Source: an optimization exercise on an open RTL-to-GDS flow (aim: small area, a short achievable clock period and few clock cycles per item). Production flows keep margins and buffers that such runs may drop. At most, simulation tests tie the RTL to the original design; equivalence was not proved. Power figures rest on the tool's default switching activity, not on a simulated workload.

== run 5 ==
// bcmseq
module bcmseq #(
    parameter [15:0] BASE_LOOP_TICKS = 16'd8,
    parameter [15:0] CALL_OVERHEAD   = 16'd2,
    parameter [15:0] FIRST_INTERVAL  = 16'd100
) (
    input  wire        clk,
    input  wire        rst,
    input  wire        cmd_valid,
    input  wire [51:0] cmd,
    output reg         cmd_ready,
    output reg         rsp_valid,
    output wire [7:0]  rsp,
    input  wire [1:0]  rot,
    output reg         hm_en,
    output reg         hm_we,
    output reg  [10:0] hm_addr,
    output wire [7:0]  hm_wdata,
    input  wire [7:0]  hm_rdata,
    output reg         sm_en,
    output reg  [10:0] sm_addr,
    input  wire [7:0]  sm_rdata,
    output reg         tmr_load,
    output wire [15:0] tmr_period,
    output reg         tmr_stop,
    input  wire        tmr_expire,
    output reg         p_blank,
    output reg         p_lat,
    output reg         p_clk,
    output reg  [3:0]  p_addr,
    output reg  [5:0]  p_data
);
==> flow/config.mk <==
export PLATFORM = sky130hd
export DESIGN_NAME = bcmseq
export DESIGN_NICKNAME = bcmseq
export VERILOG_FILES = /design/flow/design.v
export SDC_FILE = /design/flow/constraint.sdc
export NUM_CORES = 4
export LEC_CHECK = 0
export CAP_MARGIN = 20
export CORE_MARGIN = 2
export CORE_UTILIZATION = 40
export SETUP_SLACK_MARGIN = 3.5
export SLEW_MARGIN = 20
export BUFFER_PORTS_ARGS = -buffer_cell sky130_fd_sc_hd__buf_1
==> flow/constraint.sdc <==
create_clock -name core_clock -period 6.0 [get_ports {clk}]
set_input_delay 1.2000 -clock core_clock [delete_from_list [all_inputs] [get_ports {clk}]]
set_output_delay 1.2000 -clock core_clock [all_outputs]
set_load 0.01 [all_outputs]
standard.sh (not shown) runs the stock make flow with config.mk's settings and CLKGATE_MAP_FILE= SYNTH_SCRIPT=/design/flow/synth_recipe.tcl, a recipe that flattens the netlist after the stock synthesis.
==> flow/flow/run.sh <==
#!/bin/bash
# Standard layout, with the port buffers that buffer_ports inserts made
# sky130_fd_sc_hd__buf_1 (the resizer may still size them up) instead of the
# delay cell it picks by default. Every port still gets its own buffer.
set -euo pipefail
echo 'export BUFFER_PORTS_ARGS = -buffer_cell sky130_fd_sc_hd__buf_1' >> config.mk
bash standard.sh > standard_flow.log 2>&1
Input changes introduced in run 3 (baseline for comparison: run 5):
-- flow/design.v --
<<< run 5, line 66
    reg        h_idle;
    reg        st_pa, st_fill, st_rd, st_cp, st_wr, st_stop;
    reg [4:0]  px_x;         
    reg [3:0]  px_y;         
    reg        is_px, is_cp;
    reg [1:0]  k;            
>>> run 3, line 66
    reg        h_idle;
    reg        st_pa, st_fill, st_rd, st_cp, st_wr, st_stop;
    reg        bot;          
    reg        is_px, is_cp;
    reg [1:0]  k;            
<<< run 5, line 121
        if (is_px) begin
            case (k)
                2'd0: if (!px_y[3]) mg[4:2] = p1;
                      else begin mg[7:5] = p1; mg[1:0] = {b0, g0}; end
                2'd1: if (!px_y[3]) begin mg[4:2] = p2; mg[0] = b0; end
                      else begin mg[7:5] = p2; mg[1] = r0; end
                default: if (!px_y[3]) begin mg[4:2] = p3; mg[1:0] = {g0, r0}; end
                      else mg[7:5] = p3;
            endcase
>>> run 3, line 120
        if (is_px) begin
            case (k)
                2'd0: if (!bot) mg[4:2] = p1;
                      else begin mg[7:5] = p1; mg[1:0] = {b0, g0}; end
                2'd1: if (!bot) begin mg[4:2] = p2; mg[0] = b0; end
                      else begin mg[7:5] = p2; mg[1] = r0; end
                default: if (!bot) begin mg[4:2] = p3; mg[1:0] = {g0, r0}; end
                      else mg[7:5] = p3;
            endcase
<<< run 5, line 169
        n_ha = ha;
        if (h_idle) begin
            n_ha = {back ^ (op[2] & op[1] & ~op[0]), cx[9:0]};
        end else if (st_pa) begin
            n_ha[9:0] = {band_hi(px_y[2:0], 2'd0), px_x};
        end else begin
            if ((go_fill & off_last) | ((go_rd | go_wr) & is_cp))
>>> run 3, line 168
        n_ha = ha;
        if (h_idle) begin
            n_ha = {back ^ op_copy, op_px ? {2'b0, ry[2:0], rx} : cx[9:0]};
        end else if (st_pa) begin
            n_ha[9:5] = band_hi(ha[7:5], 2'd0);
        end else begin
            if ((go_fill & off_last) | ((go_rd | go_wr) & is_cp))
<<< run 5, line 209
    endfunction
    wire [5:0] sa_keep = {~back, band_hi(row, band_of(plane, ~p0))};
    reg  [5:0] sa_adv;
    always @(posedge clk)
        sa_adv <= {~(back ^ fswap), band_hi(row_a, band_of(plane_a, 1'b0))};
    wire [4:0] c_inc   = c ^ {&c[3:0], &c[2:0], &c[1:0], c[0], 1'b1};
    wire [4:0] n_c     = ~run ? 5'd31 : (p0 ? c_inc : c);
>>> run 3, line 208
    endfunction
    wire [5:0] sa_keep = {~back, band_hi(row, band_of(plane, ~p0))};
    wire [5:0] sa_adv  = {~(back ^ fswap), band_hi(row_a, band_of(plane_a, ~p0))};
    wire [4:0] c_inc   = c ^ {&c[3:0], &c[2:0], &c[1:0], c[0], 1'b1};
    wire [4:0] n_c     = ~run ? 5'd31 : (p0 ? c_inc : c);
<<< run 5, line 236
            g0      <= cc[7];
            b0      <= cc[1];
            px_x    <= rx;
            px_y    <= ry;
            k       <= 2'd0;
            ok      <= ~op_px | in_range;
>>> run 3, line 233
            g0      <= cc[7];
            b0      <= cc[1];
            bot     <= ry[3];
            k       <= 2'd0;
            ok      <= ~op_px | in_range;
==> comparison <==
Diff run 5 -> run 3: synthesized cell count moved up, count of fill cells added during filler insertion moved up. When run 3 is measured against run 5, its pin count of the biggest net entering global routing turns out about 8% lower. Summary of run 3 over run 5: sequential fraction of total cell area lower, wire length lower, share of total power in combinational logic higher, layout clock buffer count lower, hold slack higher. Run 3 ends up with a average cell area after synthesis that is about 5% lower than in run 5. Run 3 vs run 5 on final cell count: run 3 is the lower one. Diff run 5 -> run 3: design area moved down; number of buffers and inverters on the critical path rose by 2.
Testbench counts of run 3, summed over its fixed seeds: cycles 49,192, ticks 768.
No functional check of the RTL was part of run 5.

---

bcmseq with an RTL version that a note above also has.
Size in the first run: about 600 cells after synthesis, roughly 110 flip-flops, roughly 150 I/O pins, roughly 5600 um^2 of cells after synthesis.
Settings: LEC_CHECK=0, CAP_MARGIN=20, CORE_MARGIN=2, CORE_UTILIZATION=40, CTS_BUF_LIST=sky130_fd_sc_hd__clkbuf_8, CTS_CLUSTER_SIZE=20, SETUP_SLACK_MARGIN=3.5, SLEW_MARGIN=20, BUFFER_PORTS_ARGS=-buffer_cell sky130_fd_sc_hd__buf_1; clock period 6.0 ns.
Scripts as last shown in full above: flow/flow/run.sh
The baseline completed with no timing, DRC or antenna violations.
Testbench counts at the start, summed over its fixed seeds: cycles 49,192, ticks 768.
Change:
--- a/flow/design.v
+++ b/flow/design.v
@@ -61,15 +61,16 @@
     reg        pending;      
     reg        swapreq;
     reg        back;         
     reg [1:0]  plane;        
     reg [2:0]  row;
     reg        h_idle;
     reg        st_pa, st_fill, st_rd, st_cp, st_wr, st_stop;
-    reg        bot;          
+    reg [4:0]  px_x;         
+    reg [3:0]  px_y;         
     reg        is_px, is_cp;
     reg [1:0]  k;            
     reg [2:0]  p1, p2, p3;   
     reg        r0, g0, b0;   
     reg [7:0]  d;            
     reg [10:0] ha;           
     reg        run;          
@@ -115,19 +116,19 @@
                          ~is_px & off[0], ~is_px};
     wire [9:0] off_inc = off ^ cy_off;
     reg [7:0] mg;
     always @(*) begin
         mg = hm_rdata;
         if (is_px) begin
             case (k)
-                2'd0: if (!bot) mg[4:2] = p1;
+                2'd0: if (!px_y[3]) mg[4:2] = p1;
                       else begin mg[7:5] = p1; mg[1:0] = {b0, g0}; end
-                2'd1: if (!bot) begin mg[4:2] = p2; mg[0] = b0; end
+                2'd1: if (!px_y[3]) begin mg[4:2] = p2; mg[0] = b0; end
                       else begin mg[7:5] = p2; mg[1] = r0; end
-                default: if (!bot) begin mg[4:2] = p3; mg[1:0] = {g0, r0}; end
+                default: if (!px_y[3]) begin mg[4:2] = p3; mg[1:0] = {g0, r0}; end
                       else mg[7:5] = p3;
             endcase
         end
     end
     assign hm_wdata = d;
     assign rsp      = d;
     wire go_fill   = st_fill & ~bor;
@@ -163,17 +164,17 @@
     wire n_fz   = (run & (c == 5'd30) & p0) | (~run & pending & active) |
                   (fz & ~p_lat & ~((dec | ~run) & ~take));
     wire n_run  = take | (run & ~(wrap & ~go));
     reg [10:0] n_ha;
     always @(*) begin
         n_ha = ha;
         if (h_idle) begin
-            n_ha = {back ^ op_copy, op_px ? {2'b0, ry[2:0], rx} : cx[9:0]};
+            n_ha = {back ^ (op[2] & op[1] & ~op[0]), cx[9:0]};
         end else if (st_pa) begin
-            n_ha[9:5] = band_hi(ha[7:5], 2'd0);
+            n_ha[9:0] = {band_hi(px_y[2:0], 2'd0), px_x};
         end else begin
             if ((go_fill & off_last) | ((go_rd | go_wr) & is_cp))
                 n_ha[10] = ~ha[10];
             if (go_fill)
                 n_ha[9:0] = off_last ? 10'd0 : off_inc;
             else if (go_wr)
                 n_ha[9:0] = off_inc;
@@ -203,15 +204,17 @@
             2'd0:    band_of = {1'b0, nx_p0};
             2'd1:    band_of = 2'd0;
             2'd2:    band_of = 2'd1;
             default: band_of = 2'd2;
         endcase
     endfunction
     wire [5:0] sa_keep = {~back, band_hi(row, band_of(plane, ~p0))};
-    wire [5:0] sa_adv  = {~(back ^ fswap), band_hi(row_a, band_of(plane_a, ~p0))};
+    reg  [5:0] sa_adv;
+    always @(posedge clk)
+        sa_adv <= {~(back ^ fswap), band_hi(row_a, band_of(plane_a, 1'b0))};
     wire [4:0] c_inc   = c ^ {&c[3:0], &c[2:0], &c[1:0], c[0], 1'b1};
     wire [4:0] n_c     = ~run ? 5'd31 : (p0 ? c_inc : c);
     wire n_bor = run & ~p0 & (plane == 2'd0);
     reg [6:2] n_tp;
     always @(*) begin
         if (!active) n_tp = FIRST_INTERVAL[6:2];
         else case (plane)                   
@@ -228,15 +231,16 @@
             d       <= {cc[7:1], cc[0] | (swapreq & op[2])};
             p1      <= {cc[2], cc[8],  cc[13]};
             p2      <= {cc[3], cc[9],  cc[14]};
             p3      <= {cc[4], cc[10], cc[15]};
             r0      <= cc[12];
             g0      <= cc[7];
             b0      <= cc[1];
-            bot     <= ry[3];
+            px_x    <= rx;
+            px_y    <= ry;
             k       <= 2'd0;
             ok      <= ~op_px | in_range;
             is_px   <= op_px;
             is_cp   <= op_copy;
         end else begin
             if (st_cp)
                 d <= mg;
After rerunning: The new run went through all stages and came out clean. Area after synthesis came out higher by 4.3%. Non-clock buffer count came out lower by 3. Global-route usage came out lower by 0.38 points. Via count barely changes. Power came out higher by 20%. Worst setup slack got worse by 26 ps. Maximum frequency came out lower by 1.1%.
Function not checked in the second run of this note: the RTL went through the layout flow alone.

-- re-timing with driven ports --
The results above use ideal ports. As a check the final layouts listed here were re-extracted and re-timed, cells and wires unchanged.
Step 1 (the two cells are an assumption about what drives the block):
set clk [get_ports {clk}]
set_driving_cell -lib_cell sky130_fd_sc_hd__clkbuf_16 $clk
set_driving_cell -lib_cell sky130_fd_sc_hd__buf_2 [delete_from_list [all_inputs] $clk]
Step 2 moves the port delays by t, midway between the first and last clock arrival at a register: inputs arrive t later, outputs are due t later. That takes back most of the time a late clock gives input paths.
Three values: ideal, step 1, step 2; two values: the first two.
run | shift t [ns] | setup WS [ns] | worst data-port slew with drivers (ns) | pins driven straight from the clock port
run 5 | 0.452 | 3.734 / 3.693 / 3.442 | 0.06 | 1
run 3 | 0.388 | 3.668 / 3.682 / 3.294 | 0.05 | 1
the first run of note 2 | 0.419 | 3.652 / 3.664 / 3.245 | 0.04 | 1
the second run of note 2 | 0.461 | 3.626 / 3.629 / 3.168 | 0.05 | 1
After both steps setup and hold are still met in every run listed. The setup slack of the second run of note 2, which loses most, moves by +0.003 ns with the drivers and by -0.458 ns with both steps.
